What follows belongs to an exercise in optimizing a design on an open flow for small area, a short achievable clock period and few clock cycles per item; a production flow would make more cautious choices.
At most, simulation tests tie the RTL to the original design; equivalence was not proved.
Power figures rest on the tool's default switching activity, not on a simulated workload.

==> flow/design.v (excerpt) <==
module ams_frame_encoder (
    input  wire        clk,
    input  wire        rst,
    input  wire        in_valid,
    output wire        in_ready,
    input  wire        in_clear,
    input  wire        in_stream,      
    input  wire [15:0] in_year,
    input  wire [7:0]  in_month,
    input  wire [7:0]  in_day,
    input  wire [7:0]  in_wday,
    input  wire [7:0]  in_hour,
    input  wire [7:0]  in_minute,
    input  wire [7:0]  in_second,
    input  wire [31:0] in_p,
    input  wire [31:0] in_po,
    input  wire [31:0] in_q,
    input  wire [31:0] in_qo,
    input  wire [31:0] in_i1,
    input  wire [31:0] in_i2,
    input  wire [31:0] in_i3,
    input  wire [15:0] in_u1,
    input  wire [15:0] in_u2,
    input  wire [15:0] in_u3,
    input  wire [31:0] in_tpi,
    input  wire [31:0] in_tpo,
    input  wire [31:0] in_tqi,
    input  wire [31:0] in_tqo,
    output wire        out_valid,
    input  wire        out_ready,
    output wire [7:0]  out_data,
    output wire        out_last
);
Size: about 1900 cells after synthesis, ~580 flip-flops, roughly 26000 µm² of cells after synthesis.
==> flow/config.mk <==
export PLATFORM = sky130hd
export DESIGN_NAME = ams_frame_encoder
export DESIGN_NICKNAME = ams_frame_encoder
export VERILOG_FILES = /design/flow/design.v
export SDC_FILE = /design/flow/constraint.sdc
export NUM_CORES = 4
export LEC_CHECK = 0
export CAP_MARGIN = 20
export CORE_MARGIN = 2
export CORE_UTILIZATION = 40
export SLEW_MARGIN = 20
==> flow/constraint.sdc <==
create_clock -name core_clock -period 10.0 [get_ports {clk}]
set_input_delay 2.0000 -clock core_clock [delete_from_list [all_inputs] [get_ports {clk}]]
set_output_delay 2.0000 -clock core_clock [all_outputs]
set_load 0.01 [all_outputs]
standard.sh (not shown) runs the stock make flow with config.mk's settings and CLKGATE_MAP_FILE= SYNTH_SCRIPT=/design/flow/synth_recipe.tcl, a recipe that flattens the netlist after the stock synthesis.
==> flow/flow/run.sh <==
#!/bin/bash
set -euo pipefail
export BUFFER_PORTS_ARGS="-buffer_cell sky130_fd_sc_hd__buf_1"
export SETUP_SLACK_MARGIN=7
bash standard.sh finish > standard_flow.log 2>&1
Testbench counts at the start, summed over its fixed seeds: cycles 73,138, items 512.
==> next run, changes <==
--- a/flow/design.v
+++ b/flow/design.v
@@ -227,22 +227,23 @@
     wire [15:0] crc_upd;
     wire [15:0] crc_f = crc_pend ? crc_upd : crc;
     wire [7:0] byte_o = ({8{pre}} & pre_c)
                       | ({8{mid}} & mid_c)
                       | ({8{ent}} & ent_b)
                       | ({8{is_dt}} & head)
                       | ({8{tr & ~off[1] & ~off[0]}} & ~crc_f[7:0])
                       | ({8{tr & ~off[1] &  off[0]}} & ~crc[15:8])
                       | ({8{tr & off[1]}} & 8'h7E)
                       | {7'd0, (pos == 9'd0) & c_sup};
     wire cur_last = c_sgl || (tr && off[1]);
+    wire cov      = (pos[8:2] != 7'd0) && !tr;     
     wire a_done   = push && cur_last;
     wire start_c  = accept && (!act || a_done);    
     function [15:0] crc16_byte;
         input [15:0] c_in;
         input [7:0]  d;
         integer k;
         reg [15:0] c;
         begin
             c = c_in ^ {8'h00, d};
             for (k = 0; k < 8; k = k + 1) begin
                 if (c[0]) c = (c >> 1) ^ 16'h8408;
@@ -258,24 +259,25 @@
     assign out_last  = out_l;
     reg [7:0] crc_d;           
     assign crc_upd = crc16_byte(crc, crc_d);
     always @(posedge clk) begin
         if (rst)
             out_v <= 1'b0;
         else if (!out_v || out_ready)
             out_v <= act;
         if (push) begin
             out_d <= byte_o;
             out_l <= cur_last;
-            crc_d <= byte_o;
         end
+        if (push && cov)
+            crc_d <= byte_o;
     end
     always @(posedge clk) begin
         if (rst) begin
             act    <= 1'b0;
             p_v    <= 1'b0;
             in_rdy <= 1'b1;
             ld_rdy <= 1'b1;
             v0     <= 1'b0;
             v1     <= 1'b0;
         end else begin
             if (start_c) begin
@@ -325,18 +327,18 @@
             end else begin
                 l0_y <= in_year; l0_mo <= in_month; l0_d <= in_day;
                 l0_w <= in_wday; l0_h <= in_hour; l0_mi <= in_minute;
                 l0_sr <= in_second;
             end
         end
     end
     always @(posedge clk) begin
         if (ld_rdy)
             ch <= {in_p, in_po, in_q, in_qo, in_i1, in_i2, in_i3,
                    in_u1, in_u2, in_u3, in_tpi, in_tpo, in_tqi, in_tqo};
-        crc_pend <= push && (pos[8:2] != 7'd0) && !tr;
+        crc_pend <= push && cov;
         if (!act || a_done)
             crc <= 16'hFFFF;
         else if (crc_pend)
             crc <= crc_upd;
     end
 endmodule
Sequential share of layout area came out lower by 1.7 points.
Sequential power barely changes.
Maximum frequency rose by 0.41%.
Cell area increases by 4.9%.
First-iteration DRC count grows by about 0.7%.
Wire length went up by 5.3%.
Critical path depth climbs by 11.
Worst setup slack gets better by 14 ps.
Core utilization came out higher by 2.3 points.
Die area climbs by about 0.6%.
For the second run of this note, only the layout was checked, not whether the RTL still works.

## afterwards: timing with drivers on the ports
In the flow no input, the clock included, has a driving cell. The finished layouts below were timed again as built, in two steps. Step 1, drivers: a clkbuf_16 drives clk and a buf_2 each remaining input, both assumed. Step 2 moves the port delays by t, midway between the first and last clock arrival at a register: inputs arrive t later, outputs are due t later. That takes back most of the time a late clock gives input paths. a / b / c = ideal / step 1 / step 2; a / b = the first two.
run | shift t [ns] | slack for setup (ns) | worst slew at a driven data input, ns
the first run | 0.710 | 6.681 / 6.612 / 6.129 | 0.18
the second run | 0.679 | 6.695 / 6.673 / 6.141 | 0.17
After both steps every run listed still meets setup and hold. The setup slack of the second run, which loses most, moves by -0.022 ns with the drivers and by -0.554 ns with both steps.
